What follows belongs to an exercise in optimizing a design on an open flow for small area; a production flow would make more cautious choices. Only simulation tests tie the RTL to the original design; equivalence was not proved. Power figures rest on the tool's default switching activity, not on a simulated workload.

==> run a: inputs <==
==> flow/design.v (excerpt) <==
module omni_audio (
    input             clk,
    input             rst,
    input             cmd_valid,
    output            cmd_ready,
    input      [4:0]  cmd_op,
    input      [15:0] cmd_arg0,
    input      [15:0] cmd_arg1,
    input      [15:0] cmd_arg2,
    input      [15:0] cmd_arg3,
    input      [15:0] cmd_arg4,
    input             cmd_kind,
    input      [2:0]  cmd_block,
    output            mem_req,
    output     [15:0] mem_addr,
    input             mem_ack,
    input      [7:0]  mem_rdata,
    output            chip_we,
    output     [7:0]  chip_reg,
    output     [7:0]  chip_val,
    output            chip_gen,
    input             chip_svalid,
    input      [15:0] chip_sample,
    output            pcm_valid,
    output     [15:0] pcm_data,
    output            resp_valid,
    output            resp_some,
    output     [15:0] resp_id
);
clock: 120.0 ns
lec_check: 0
abc_area: 1
cap_margin: 20
core_margin: 2
core_utilization: 70
cts_buf_list: sky130_fd_sc_hd__clkbuf_4
place_density: 0.85
slew_margin: 20
standard.sh (not shown) runs the stock make flow with config.mk's settings and CLKGATE_MAP_FILE= SYNTH_SCRIPT=/design/flow/synth_recipe.tcl, a recipe that flattens the netlist after the stock synthesis.
==> flow/flow/run.sh <==
#!/bin/bash
set -euo pipefail
here=$(pwd)
mkdir -p "$here/scripts"
for f in "$FLOW_HOME"/scripts/*; do
  ln -sfn "$f" "$here/scripts/"
done
rm -f "$here/scripts/abc_area.script"
cp "$here/flow/abc_area.script" "$here/scripts/abc_area.script"
export SCRIPTS_DIR="$here/scripts"
export ADDER_MAP_FILE=
export BUFFER_PORTS_ARGS="-buffer_cell sky130_fd_sc_hd__buf_1"
export CTS_ARGS="-sink_clustering_enable -repair_clock_nets -buf_list sky130_fd_sc_hd__clkbuf_4 -sink_clustering_size 12 -sink_clustering_max_diameter 40 -dont_use_dummy_load"
bash standard.sh > standard_flow.log 2>&1
==> flow/flow/abc_area.script <==
strash
dch
amap
topo
==> inputs of run b, as changes to run a <==
--- a/flow/design.v
+++ b/flow/design.v
@@ -48,26 +48,28 @@
     localparam [5:0] S_INSADDR = 6'd7;
     localparam [5:0] S_INSRD   = 6'd8;
     localparam [5:0] S_LOADCH  = 6'd9;
     localparam [5:0] S_PLOAD   = 6'd10;
     localparam [5:0] S_PCHK    = 6'd11;
+    localparam [5:0] S_LATCH   = 6'd12;
     localparam [5:0] S_SEQ     = 6'd13;
     localparam [5:0] S_SRD     = 6'd14;
     localparam [5:0] S_SINC    = 6'd15;
     localparam [5:0] S_SEQDEC  = 6'd16;
     localparam [5:0] S_URD     = 6'd17;
     localparam [5:0] S_UINC    = 6'd18;
     localparam [5:0] S_FMA0    = 6'd19;
     localparam [5:0] S_FMKEY   = 6'd20;
+    localparam [5:0] S_FMOFF   = 6'd21;
+    localparam [5:0] S_STOPCHK = 6'd22;
     localparam [5:0] S_GEN     = 6'd23;
     localparam [5:0] S_GW      = 6'd24;
     localparam [5:0] S_SEND    = 6'd25;
-    localparam [5:0] S_SWIN    = 6'd26;
-    localparam [5:0] S_SWOUT   = 6'd27;
     localparam [5:0] S_OSYNC   = 6'd32;
     localparam [5:0] S_OADD    = 6'd33;
-    localparam [5:0] S_OSUB    = 6'd34;
+    localparam [5:0] S_OSUB1   = 6'd34;
+    localparam [5:0] S_OSUBN   = 6'd35;
     localparam [5:0] S_MSYNC   = 6'd36;
     localparam [5:0] S_MUL     = 6'd37;
     localparam [5:0] S_MUL15   = 6'd38;
     localparam [5:0] S_MULEND  = 6'd39;
     reg [5:0]  st;
@@ -77,23 +79,23 @@
     reg        mus;
     reg        tmode;        
     reg [1:0]  quad;
     reg        sact;
     reg        act, lv;
-    reg [7:0]  r_last;       
-    reg        cf;           
+    reg [7:0]  last;
     reg [2:0]  blk;
     reg        en, lvl;
     reg [7:0]  rbuf;
-    reg        ackd;         
+    reg        ackd, svd;
     reg        bf;           
     reg        pz;           
     reg        eqf;          
     reg        dz;           
+    reg        gt;           
     reg        c1, c2;       
-    reg [15:0] r_rate, r_id, r_pri, r_cnt, r_pc, r_rem, r_send, r_sbase, r_dt, r_scur;
-    reg [15:0] z_ptr;
+    reg [15:0] r_rate, r_id, r_pri, r_cnt, r_pc, r_rem, r_send, r_sbase, r_dt;
+    reg [15:0] z_ptr, z_scur;
     reg [31:0] acc, bnd;
     wire [3:0] bp    = ph[3:0];
     wire       wend  = (bp == 4'd15);
     wire       b0    = (bp == 4'd0);
     wire       is32  = st[5];
@@ -109,19 +111,19 @@
     wire rem_o  = r_rem[0];
     wire send_o = r_send[0];
     wire sb_o   = r_sbase[0];
     wire dt_o   = r_dt[0];
     wire ptr_o  = z_ptr[0];
-    wire scur_o = r_scur[0];
-    wire uz  = (rbuf == 8'd0);       
-    wire chg = !lv || cf;
+    wire scur_o = z_scur[0];
+    wire uz  = (rbuf == 8'd0);
+    wire chg = !lv || (last != rbuf);
     assign cmd_ready  = ((st == S_ACC) && wend) || ((st == S_IDLE) && !cmd_valid);
     assign resp_valid = (st == S_ACC) && wend && (cmd_op == OP_QUERYFX);
     assign resp_some  = act;
     assign resp_id    = {r_id[0], r_id[15:1]};
     assign mem_req  = ((st == S_INSRD) || (st == S_SRD) || (st == S_URD)) && !ackd;
-    assign mem_addr = z_ptr;
+    assign mem_addr = (st == S_SRD) ? z_scur : z_ptr;
     reg [3:0] ins_hi;
     always @(*) begin
         case (k[2:0])
             3'd0: ins_hi = 4'h2;
             3'd1: ins_hi = 4'h4;
@@ -131,43 +133,42 @@
         endcase
     end
     wire [7:0] ins_reg = {ins_hi, 2'b00, k[3], k[3]};
     wire [3:0] ins_ofs = {k[2:0], k[3]};
     wire rd_w = mem_ack && ((st == S_INSRD) || ((st == S_SRD) && (k[1:0] == 2'd1)));
-    wire stopc = (cmd_op != OP_PRODUCE) || !act;    
     assign chip_we = rd_w ||
-                     (wend && (((st == S_FXSTOP) && stopc && fx[1]) ||
+                     (wend && (((st == S_FXSTOP) && fx[1]) ||
                                ((st == S_SEQSTOP) && mus) ||
-                               (st == S_FMA0) || (st == S_FMKEY) ||
+                               (st == S_FMOFF) || (st == S_FMA0) || (st == S_FMKEY) ||
+                               ((st == S_STOPCHK) && !act && fx[1]) ||
                                ((st == S_LOADCH) && cmd_kind)));
     assign chip_reg = (st == S_INSRD)  ? ins_reg :
                       (st == S_SRD)    ? rbuf :
                       (st == S_FMA0)   ? 8'hA0 :
                       (st == S_LOADCH) ? 8'hC0 : 8'hB0;
     assign chip_val = ((st == S_INSRD) || (st == S_SRD)) ? mem_rdata :
-                      (st == S_FMA0)  ? rbuf :
-                      (st == S_FMKEY && !uz) ? {3'b001, blk, 2'b00} : 8'h00;
+                      (st == S_FMA0)  ? last :
+                      (st == S_FMKEY) ? {3'b001, blk, 2'b00} : 8'h00;
     assign chip_gen = (st == S_GEN) && wend;
     wire [15:0] tone_v  = !en ? 16'd0 : (lvl ? 16'd1000 : -16'sd1000);
     wire [16:0] mix_sum = {chip_sample[15], chip_sample} + {tone_v[15], tone_v};
     assign pcm_valid = (st == S_GW) && chip_svalid;
     assign pcm_data  = (fx == 2'd1) ? mix_sum[16:1] : chip_sample;
     wire c1i = b0 ? ((st == S_LOADSEQ) || (st == S_INSADDR) || (st == S_SEND) ? 1'b0 : 1'b1) : c1;
     wire c2i = b0 ? 1'b1 : c2;
-    wire gt_n = (r_pri[0] & ~a1b) | (~(r_pri[0] ^ a1b) & (b0 ? 1'b0 : c2));
     wire [15:0] dval = tmode ? 16'd140 : 16'd35;       
     wire [15:0] dcon = tmode ? 16'd560 : 16'd140;
     wire [15:0] kcon = tmode ? 16'd1120 : 16'd280;
     wire d_b = dcon[bp];
     wire k_b = kcon[bp];
     reg rate_i, id_i, pri_i, cnt_i, pc_i, rem_i, send_i, sb_i, dt_i, ptr_i, scur_i;
-    reg ptr_sh;
+    reg ptr_sh, scur_sh;
     reg c1n, c2n;
     always @(*) begin
         rate_i = rate_o; id_i = r_id[0]; pri_i = r_pri[0]; cnt_i = cnt_o;
         pc_i = pc_o; rem_i = rem_o; send_i = send_o; sb_i = sb_o; dt_i = dt_o;
-        ptr_i = ptr_o; scur_i = scur_o; ptr_sh = 1'b0;
+        ptr_i = ptr_o; scur_i = scur_o; ptr_sh = 1'b0; scur_sh = 1'b0;
         c1n = c1i; c2n = c2i;
         case (st)
             S_STUP: rate_i = a0b;
             S_LOADCH: begin
                 id_i = a0b; pri_i = a1b; rem_i = a3b;
@@ -178,40 +179,35 @@
                 c1n   = (a4b & (ins_ofs[bp[1:0]] & (bp < 4'd4))) |
                         (c1i & (a4b | (ins_ofs[bp[1:0]] & (bp < 4'd4))));
                 ptr_sh = 1'b1;
             end
             S_LOADSEQ: begin
-                sb_i = a2b; scur_i = a2b;
+                sb_i = a2b; scur_i = a2b; scur_sh = 1'b1;
                 send_i = a2b ^ a3b ^ c1i;
                 c1n = (a2b & a3b) | (c1i & (a2b | a3b));
                 dt_i = 1'b0;
             end
             S_PLOAD: pc_i = a3b;
-            S_PRI: c2n = gt_n;
-            S_PCHK: if (!pz && bf) cnt_i = rate_o;
+            S_LATCH: cnt_i = rate_o;
             S_SEND: begin
                 cnt_i = cnt_o ^ d_b ^ c1i;
                 c1n   = (~cnt_o & d_b) | (~cnt_o & c1i) | (d_b & c1i);
                 pc_i  = pc_o ^ c2i;
                 c2n   = ~pc_o & c2i;
             end
             S_UINC: begin
                 ptr_i = ptr_o ^ c1i; c1n = ptr_o & c1i; ptr_sh = 1'b1;
                 rem_i = rem_o ^ c2i; c2n = ~rem_o & c2i;
             end
-            S_SWIN, S_SWOUT: begin
-                ptr_i = scur_o; ptr_sh = 1'b1;
-                scur_i = ptr_o;
-            end
             S_SINC: begin
-                ptr_i = ptr_o ^ c1i; c1n = ptr_o & c1i; ptr_sh = 1'b1;
+                scur_i = scur_o ^ c1i; c1n = scur_o & c1i; scur_sh = 1'b1;
                 if (k[1:0] == 2'd2 && !bp[3]) dt_i = rbuf[bp[2:0]];
                 if (k[1:0] == 2'd3 &&  bp[3]) dt_i = rbuf[bp[2:0]];
             end
             S_SEQDEC: begin
                 if (eqf) begin
-                    scur_i = sb_o;
+                    scur_i = sb_o; scur_sh = 1'b1;
                     dt_i = 1'b0;
                 end else begin
                     dt_i = dt_o ^ c1i; c1n = ~dt_o & c1i;
                 end
             end
@@ -221,20 +217,20 @@
     wire        ph0    = (ph == 5'd0);
     wire        a_o    = acc[0];
     wire        b_o    = bnd[0];
     wire        r_b    = ph[4] ? 1'b0 : rate_o;
     wire        st_b   = STEP4[ph];
-    wire        u_b    = rbuf[3'd7 - k[2:0]];    
+    wire        u_b    = last[3'd7 - k[2:0]];
     wire        d1     = ph0 ? 1'b0 : bnd[31];
     wire        d4     = (ph < 5'd4) ? 1'b0 : bnd[28];
-    wire        o_sub  = (st == S_OSUB);
+    wire        o_sub  = (st == S_OSUB1) || (st == S_OSUBN);
     reg         x_a, x_b, x_c;
     always @(*) begin
         x_a = a_o; x_b = 1'b0; x_c = ph0 ? 1'b0 : c1;
         case (st)
             S_OADD: x_b = st_b;
-            S_OSUB: begin x_b = ~b_o; x_c = ph0 ? 1'b1 : c1; end
+            S_OSUB1, S_OSUBN: begin x_b = ~b_o; x_c = ph0 ? 1'b1 : c1; end
             S_MUL: begin x_a = (k == 4'd0) ? 1'b0 : d1; x_b = u_b & r_b; end
             S_MUL15: begin x_a = d4; x_b = ~a_o; x_c = ph0 ? 1'b1 : c1; end
             S_MULEND: begin x_a = 1'b0; x_c = 1'b0; end
             default: ;
         endcase
@@ -245,43 +241,46 @@
                          (st == S_MULEND) || o_sub;
     wire        a_in   = a_wr ? a_n : a_o;
     wire        b_in   = ((st == S_MUL) || (st == S_MUL15) || (st == S_MULEND)) ? a_o : b_o;
     wire        g_c    = ph0 ? 1'b1 : c2;
     wire        g_n    = (a_in & ~b_o) | (a_in & g_c) | (~b_o & g_c);
+    wire gt_n  = (r_pri[0] & ~a1b) | (~(r_pri[0] ^ a1b) & (b0 ? 1'b0 : gt));
     wire accept = ((fx == 2'd1 && !cmd_kind) || (fx == 2'd2 && cmd_kind)) && !(act && gt_n);
     always @(posedge clk) begin
-        ph     <= rst ? 5'd0 : ph + 5'd1;
+        ph     <= ph + 5'd1;
         r_rate <= {rate_i, r_rate[15:1]};
         r_id   <= {id_i,   r_id[15:1]};
         r_pri  <= {pri_i,  r_pri[15:1]};
         r_cnt  <= {cnt_i,  r_cnt[15:1]};
         r_pc   <= {pc_i,   r_pc[15:1]};
         r_rem  <= {rem_i,  r_rem[15:1]};
         r_send <= {send_i, r_send[15:1]};
         r_sbase<= {sb_i,   r_sbase[15:1]};
         r_dt   <= {dt_i,   r_dt[15:1]};
-        r_scur <= {scur_i, r_scur[15:1]};
         if (ptr_sh)  z_ptr  <= {ptr_i,  z_ptr[15:1]};
-        r_last <= {(st == S_UINC) ? rbuf[bp[2:0]] : r_last[0], r_last[7:1]};
-        cf     <= (b0 ? 1'b0 : cf) | (r_last[0] ^ rbuf[bp[2:0]]);
+        if (scur_sh) z_scur <= {scur_i, z_scur[15:1]};
         c1 <= is32 ? a_cy : c1n;
         c2 <= is32 ? g_n  : c2n;
         acc <= {a_in, acc[31:1]};
         bnd <= {b_in, bnd[31:1]};
+        gt <= gt_n;
         if (st == S_SEND) bf <= (~cnt_o & k_b) | (~(cnt_o ^ k_b) & (b0 ? 1'b0 : bf));
         if (st == S_SEND || st == S_PLOAD) pz <= (b0 ? 1'b1 : pz) & ~pc_i;
         if (st == S_UINC) act <= (b0 ? 1'b0 : act) | rem_i;
         if (st == S_LOADSEQ || st == S_SINC)
-            eqf <= (b0 ? 1'b1 : eqf) & ((st == S_LOADSEQ) ? (scur_i == send_i) : (ptr_i == send_o));
+            eqf <= (b0 ? 1'b1 : eqf) & (scur_i == ((st == S_LOADSEQ) ? send_i : send_o));
         if (st == S_LOADSEQ || st == S_SEQDEC || (st == S_SINC && k[1:0] == 2'd3))
             dz <= (b0 ? 1'b1 : dz) & ~dt_i;
-        if (mem_ack)
-            rbuf <= mem_rdata;
-        if (mem_ack || chip_svalid)
+        if (mem_ack) begin
             ackd <= 1'b1;
-        else if (adv)
+            rbuf <= mem_rdata;
+        end else if (adv)
             ackd <= 1'b0;
+        if (chip_svalid)
+            svd <= 1'b1;
+        else if (adv)
+            svd <= 1'b0;
         if (rst) begin
             st <= S_IDLE;
         end else if (adv) begin
             case (st)
             S_IDLE: if (cmd_valid) begin
@@ -304,17 +303,13 @@
                 if (cmd_op == OP_SETMUS) mus <= cmd_arg0[0];
                 st <= S_IDLE;
             end
             S_PRI: st <= accept ? S_FXSTOP : S_ACC;
             S_FXSTOP: begin
-                if (stopc) begin
-                    act <= 1'b0; lv <= 1'b0; en <= 1'b0;
-                end
+                act <= 1'b0; lv <= 1'b0; en <= 1'b0;
                 k <= 4'd0;
-                if (cmd_op == OP_PRODUCE)
-                    st <= S_GEN;
-                else if (cmd_op == OP_SHUTDOWN)
+                if (cmd_op == OP_SHUTDOWN)
                     st <= S_SEQSTOP;
                 else if (cmd_op == OP_PLAYFX)
                     st <= cmd_kind ? S_INSADDR : S_LOADCH;
                 else
                     st <= S_ACC;
@@ -341,64 +336,73 @@
                 if (pz)
                     st <= S_ACC;
                 else if (bf) begin
                     if (sact && !tmode) quad <= 2'd0;
                     tmode <= sact;
-                    st <= sact ? S_SEQ : (act ? S_URD : S_GEN);
+                    st <= S_LATCH;
                 end else
                     st <= S_GEN;
             end
+            S_LATCH: st <= tmode ? S_SEQ : (act ? S_URD : S_GEN);
             S_SEQ: begin
                 k <= 4'd0;
-                st <= (dz && !eqf) ? S_SWIN : S_SEQDEC;
+                st <= (dz && !eqf) ? S_SRD : S_SEQDEC;
             end
-            S_SWIN:  st <= S_SRD;
-            S_SWOUT: st <= S_SEQ;
             S_SRD: if (ackd) st <= S_SINC;
             S_SINC: begin
                 k <= k + 4'd1;
-                st <= (k[1:0] == 2'd3) ? S_SWOUT : S_SRD;
+                st <= (k[1:0] == 2'd3) ? S_SEQ : S_SRD;
             end
             S_SEQDEC: begin
                 eqf  <= 1'b0;           
                 quad <= quad + 2'd1;
                 st <= (quad == 2'd0 && act) ? S_URD : S_GEN;
             end
             S_URD: if (ackd) st <= S_UINC;
             S_UINC: begin
                 k <= 4'd0;
+                last <= rbuf;
                 lv <= 1'b1;
-                st <= S_FXSTOP;
+                st <= S_STOPCHK;
                 if (chg) begin
                     if (fx[1])
-                        st <= uz ? S_FMKEY : S_FMA0;
+                        st <= uz ? S_FMOFF : S_FMA0;
                     else if (uz)
                         en <= 1'b0;
                     else
                         st <= S_MSYNC;
                 end
             end
             S_FMA0:  st <= S_FMKEY;
-            S_FMKEY: st <= S_FXSTOP;
+            S_FMKEY: st <= S_STOPCHK;
+            S_FMOFF: st <= S_STOPCHK;
+            S_STOPCHK: begin
+                if (!act) begin
+                    lv <= 1'b0;
+                    en <= 1'b0;
+                end
+                st <= S_GEN;
+            end
             S_GEN: st <= S_GW;
-            S_GW: if (ackd) st <= S_SEND;
+            S_GW: if (svd) st <= S_SEND;
             S_SEND: st <= en ? S_OSYNC : S_PCHK;
             S_OSYNC: st <= S_OADD;
-            S_OADD: begin
-                if (g_n) lvl <= ~lvl;
-                st <= g_n ? S_OSUB : S_PCHK;
+            S_OADD:  st <= g_n ? S_OSUB1 : S_PCHK;
+            S_OSUB1: begin
+                lvl <= ~lvl;
+                st  <= g_n ? S_OSUBN : S_PCHK;
             end
-            S_OSUB: st <= g_n ? S_OSUB : S_PCHK;
+            S_OSUBN: st <= g_n ? S_OSUBN : S_PCHK;
             S_MSYNC: st <= S_MUL;
             S_MUL: begin
                 k <= k + 4'd1;
                 if (k == 4'd7) st <= S_MUL15;
             end
             S_MUL15: st <= S_MULEND;
             S_MULEND: begin
                 en <= 1'b1;
-                st <= S_FXSTOP;
+                st <= S_STOPCHK;
             end
             default: st <= S_IDLE;
             endcase
         end
     end
==> flow/flow/run.sh (replaced) <==
#!/bin/bash
set -euo pipefail
export BUFFER_PORTS_ARGS="-buffer_cell sky130_fd_sc_hd__buf_1"
export CTS_ARGS="-sink_clustering_enable -repair_clock_nets -buf_list sky130_fd_sc_hd__clkbuf_4 -sink_clustering_size 10 -sink_clustering_max_diameter 40 -dont_use_dummy_load"
bash standard.sh > standard_flow.log 2>&1
- ABC_AREA: 1 -> not set
removed: flow/flow/abc_area.script
==> inputs of run c, as changes to run a <==
--- a/flow/design.v
+++ b/flow/design.v
@@ -87,10 +87,11 @@
     reg        ackd;         
     reg        bf;           
     reg        pz;           
     reg        eqf;          
     reg        dz;           
+    reg        gt;           
     reg        c1, c2;       
     reg [15:0] r_rate, r_id, r_pri, r_cnt, r_pc, r_rem, r_send, r_sbase, r_dt, r_scur;
     reg [15:0] z_ptr;
     reg [31:0] acc, bnd;
     wire [3:0] bp    = ph[3:0];
@@ -151,11 +152,10 @@
     wire [16:0] mix_sum = {chip_sample[15], chip_sample} + {tone_v[15], tone_v};
     assign pcm_valid = (st == S_GW) && chip_svalid;
     assign pcm_data  = (fx == 2'd1) ? mix_sum[16:1] : chip_sample;
     wire c1i = b0 ? ((st == S_LOADSEQ) || (st == S_INSADDR) || (st == S_SEND) ? 1'b0 : 1'b1) : c1;
     wire c2i = b0 ? 1'b1 : c2;
-    wire gt_n = (r_pri[0] & ~a1b) | (~(r_pri[0] ^ a1b) & (b0 ? 1'b0 : c2));
     wire [15:0] dval = tmode ? 16'd140 : 16'd35;       
     wire [15:0] dcon = tmode ? 16'd560 : 16'd140;
     wire [15:0] kcon = tmode ? 16'd1120 : 16'd280;
     wire d_b = dcon[bp];
     wire k_b = kcon[bp];
@@ -184,11 +184,10 @@
                 send_i = a2b ^ a3b ^ c1i;
                 c1n = (a2b & a3b) | (c1i & (a2b | a3b));
                 dt_i = 1'b0;
             end
             S_PLOAD: pc_i = a3b;
-            S_PRI: c2n = gt_n;
             S_PCHK: if (!pz && bf) cnt_i = rate_o;
             S_SEND: begin
                 cnt_i = cnt_o ^ d_b ^ c1i;
                 c1n   = (~cnt_o & d_b) | (~cnt_o & c1i) | (d_b & c1i);
                 pc_i  = pc_o ^ c2i;
@@ -245,10 +244,11 @@
                          (st == S_MULEND) || o_sub;
     wire        a_in   = a_wr ? a_n : a_o;
     wire        b_in   = ((st == S_MUL) || (st == S_MUL15) || (st == S_MULEND)) ? a_o : b_o;
     wire        g_c    = ph0 ? 1'b1 : c2;
     wire        g_n    = (a_in & ~b_o) | (a_in & g_c) | (~b_o & g_c);
+    wire gt_n  = (r_pri[0] & ~a1b) | (~(r_pri[0] ^ a1b) & (b0 ? 1'b0 : gt));
     wire accept = ((fx == 2'd1 && !cmd_kind) || (fx == 2'd2 && cmd_kind)) && !(act && gt_n);
     always @(posedge clk) begin
         ph     <= rst ? 5'd0 : ph + 5'd1;
         r_rate <= {rate_i, r_rate[15:1]};
         r_id   <= {id_i,   r_id[15:1]};
@@ -265,10 +265,11 @@
         cf     <= (b0 ? 1'b0 : cf) | (r_last[0] ^ rbuf[bp[2:0]]);
         c1 <= is32 ? a_cy : c1n;
         c2 <= is32 ? g_n  : c2n;
         acc <= {a_in, acc[31:1]};
         bnd <= {b_in, bnd[31:1]};
+        gt <= gt_n;
         if (st == S_SEND) bf <= (~cnt_o & k_b) | (~(cnt_o ^ k_b) & (b0 ? 1'b0 : bf));
         if (st == S_SEND || st == S_PLOAD) pz <= (b0 ? 1'b1 : pz) & ~pc_i;
         if (st == S_UINC) act <= (b0 ? 1'b0 : act) | rem_i;
         if (st == S_LOADSEQ || st == S_SINC)
             eqf <= (b0 ? 1'b1 : eqf) & ((st == S_LOADSEQ) ? (scur_i == send_i) : (ptr_i == send_o));
==> flow/flow/run.sh (replaced) <==
#!/bin/bash
set -euo pipefail
export BUFFER_PORTS_ARGS="-buffer_cell sky130_fd_sc_hd__buf_1"
export CTS_ARGS="-sink_clustering_enable -repair_clock_nets -buf_list sky130_fd_sc_hd__clkbuf_4 -sink_clustering_size 10 -sink_clustering_max_diameter 40 -dont_use_dummy_load"
bash standard.sh > standard_flow.log 2>&1
- ABC_AREA: 1 -> not set
- CAP_MARGIN: 20 -> 0
- CORE_UTILIZATION: 70 -> 60
- PLACE_DENSITY: 0.85 -> 0.75
- SLEW_MARGIN: 20 -> 0
removed: flow/flow/abc_area.script
==> inputs of run d, as changes to run a <==
--- a/flow/design.v
+++ b/flow/design.v
@@ -87,10 +87,11 @@
     reg        ackd;         
     reg        bf;           
     reg        pz;           
     reg        eqf;          
     reg        dz;           
+    reg        gt;           
     reg        c1, c2;       
     reg [15:0] r_rate, r_id, r_pri, r_cnt, r_pc, r_rem, r_send, r_sbase, r_dt, r_scur;
     reg [15:0] z_ptr;
     reg [31:0] acc, bnd;
     wire [3:0] bp    = ph[3:0];
@@ -151,11 +152,10 @@
     wire [16:0] mix_sum = {chip_sample[15], chip_sample} + {tone_v[15], tone_v};
     assign pcm_valid = (st == S_GW) && chip_svalid;
     assign pcm_data  = (fx == 2'd1) ? mix_sum[16:1] : chip_sample;
     wire c1i = b0 ? ((st == S_LOADSEQ) || (st == S_INSADDR) || (st == S_SEND) ? 1'b0 : 1'b1) : c1;
     wire c2i = b0 ? 1'b1 : c2;
-    wire gt_n = (r_pri[0] & ~a1b) | (~(r_pri[0] ^ a1b) & (b0 ? 1'b0 : c2));
     wire [15:0] dval = tmode ? 16'd140 : 16'd35;       
     wire [15:0] dcon = tmode ? 16'd560 : 16'd140;
     wire [15:0] kcon = tmode ? 16'd1120 : 16'd280;
     wire d_b = dcon[bp];
     wire k_b = kcon[bp];
@@ -184,11 +184,10 @@
                 send_i = a2b ^ a3b ^ c1i;
                 c1n = (a2b & a3b) | (c1i & (a2b | a3b));
                 dt_i = 1'b0;
             end
             S_PLOAD: pc_i = a3b;
-            S_PRI: c2n = gt_n;
             S_PCHK: if (!pz && bf) cnt_i = rate_o;
             S_SEND: begin
                 cnt_i = cnt_o ^ d_b ^ c1i;
                 c1n   = (~cnt_o & d_b) | (~cnt_o & c1i) | (d_b & c1i);
                 pc_i  = pc_o ^ c2i;
@@ -245,10 +244,11 @@
                          (st == S_MULEND) || o_sub;
     wire        a_in   = a_wr ? a_n : a_o;
     wire        b_in   = ((st == S_MUL) || (st == S_MUL15) || (st == S_MULEND)) ? a_o : b_o;
     wire        g_c    = ph0 ? 1'b1 : c2;
     wire        g_n    = (a_in & ~b_o) | (a_in & g_c) | (~b_o & g_c);
+    wire gt_n  = (r_pri[0] & ~a1b) | (~(r_pri[0] ^ a1b) & (b0 ? 1'b0 : gt));
     wire accept = ((fx == 2'd1 && !cmd_kind) || (fx == 2'd2 && cmd_kind)) && !(act && gt_n);
     always @(posedge clk) begin
         ph     <= rst ? 5'd0 : ph + 5'd1;
         r_rate <= {rate_i, r_rate[15:1]};
         r_id   <= {id_i,   r_id[15:1]};
@@ -265,10 +265,11 @@
         cf     <= (b0 ? 1'b0 : cf) | (r_last[0] ^ rbuf[bp[2:0]]);
         c1 <= is32 ? a_cy : c1n;
         c2 <= is32 ? g_n  : c2n;
         acc <= {a_in, acc[31:1]};
         bnd <= {b_in, bnd[31:1]};
+        gt <= gt_n;
         if (st == S_SEND) bf <= (~cnt_o & k_b) | (~(cnt_o ^ k_b) & (b0 ? 1'b0 : bf));
         if (st == S_SEND || st == S_PLOAD) pz <= (b0 ? 1'b1 : pz) & ~pc_i;
         if (st == S_UINC) act <= (b0 ? 1'b0 : act) | rem_i;
         if (st == S_LOADSEQ || st == S_SINC)
             eqf <= (b0 ? 1'b1 : eqf) & ((st == S_LOADSEQ) ? (scur_i == send_i) : (ptr_i == send_o));
==> flow/flow/run.sh (replaced) <==
#!/bin/bash
set -euo pipefail
here=$(pwd)
mkdir -p "$here/scripts"
for f in "$FLOW_HOME"/scripts/*; do
  ln -sfn "$f" "$here/scripts/"
done
rm -f "$here/scripts/abc_area.script"
cp "$here/flow/abc_area.script" "$here/scripts/abc_area.script"
export SCRIPTS_DIR="$here/scripts"
export ADDER_MAP_FILE=
export BUFFER_PORTS_ARGS="-buffer_cell sky130_fd_sc_hd__buf_1"
export CTS_ARGS="-sink_clustering_enable -repair_clock_nets -buf_list sky130_fd_sc_hd__clkbuf_4 -sink_clustering_size 10 -sink_clustering_max_diameter 40 -dont_use_dummy_load"
bash standard.sh > standard_flow.log 2>&1
- CORE_UTILIZATION: 70 -> 60
- PLACE_DENSITY: 0.85 -> 0.75
==> qor summary <==
Comb power frac: run d 6.7%; run c 6.9%; run a 7.0%; run b 21.8%
Post-synthesis share of cell area spent on xor and xnor gates: run d 0%; run c 1.602%; run a 0%; run b 1.510%
Met1 demand-to-capacity share in global routing: run d 38.89%; run c 36.68%; run a 50.83%; run b 46.52%
Floorplan core area: run d 15890 sq um; run c 17900 sq um; run a 13720 sq um; run b 16410 sq um
Area share of the largest cell type after synthesis: run d 51.39%; run c 45.96%; run a 51.30%; run b 39.18%
Initial DRC count: run d 795; run c 726; run a 1161; run b 1039
Worst-case setup margin in the final layout: run d 69.01 ns; run c 69.72 ns; run a 68.50 ns; run b 69.91 ns
Fin crit period: run d 50.99 ns; run c 50.28 ns; run a 51.50 ns; run b 50.09 ns
Reg-to-reg slack, setup: run d 115.32 ns; run c 115.99 ns; run a 113.81 ns; run b 115.68 ns
Distinct cell type count after synthesis: run d 43; run c 74; run a 44; run b 83
Share of synthesized cell area in and, or, nand and nor gates: run d 12.77%; run c 13.16%; run a 12.77%; run b 15.28%
Outcome: run d no timing/DRC/antenna violations; run c no timing/DRC/antenna violations; run a no timing/DRC/antenna violations; run b no timing/DRC/antenna violations
Count of multi-input combinational gates: run d 558; run c 577; run a 551; run b 651
Final weighted congestion of routability-driven global placement: run d 1.003; run c 0.9881; run a 1.120; run b 1.018
Total number of cells along the worst setup path: run d 18; run c 10; run a 13; run b 11
Count of plain and timing-repair buffers: run d 195; run c 197; run a 193; run b 200
HPWL Detailed: run d 18360 microns; run c 19180 microns; run a 22110 microns; run b 23100 microns
Post-Syn Area: run d 9778 sq um; run c 10930 sq um; run a 9756 sq um; run b 11600 sq um
Routed metal-1 wire length: run d 10480 microns; run c 11220 microns; run a 10840 microns; run b 11950 microns

what the ideal ports hide:
How much do the figures lean on ideal ports? The routed layouts below were timed once more, with nothing changed but the port constraints. Step 1: set_driving_cell puts a clkbuf_16 on clk and a buf_2 on each other input, an assumption about the parent block. Step 2 moves the port delays by t, midway between the first and last clock arrival at a register: inputs arrive t later, outputs are due t later. That takes back most of the time a late clock gives input paths. Slacks: ideal ports / drivers / drivers and shift; pairs: ideal ports / drivers.
| run | shift t [ns] | setup slack, ns | pins driven straight from the clock port |
|---|---|---|---|
| run a | 0.652 | 68.503 / 68.479 / 68.479 | 1 |
| run b | 0.633 | 69.913 / 69.888 / 69.888 | 1 |
| run c | 0.624 | 69.718 / 69.688 / 69.688 | 1 |
| run d | 0.633 | 69.011 / 68.990 / 68.990 | 1 |
After both steps every run listed still meets setup and hold. For run c, which loses most, drivers alone change the setup slack by -0.030 ns; drivers and shift together by -0.030 ns.
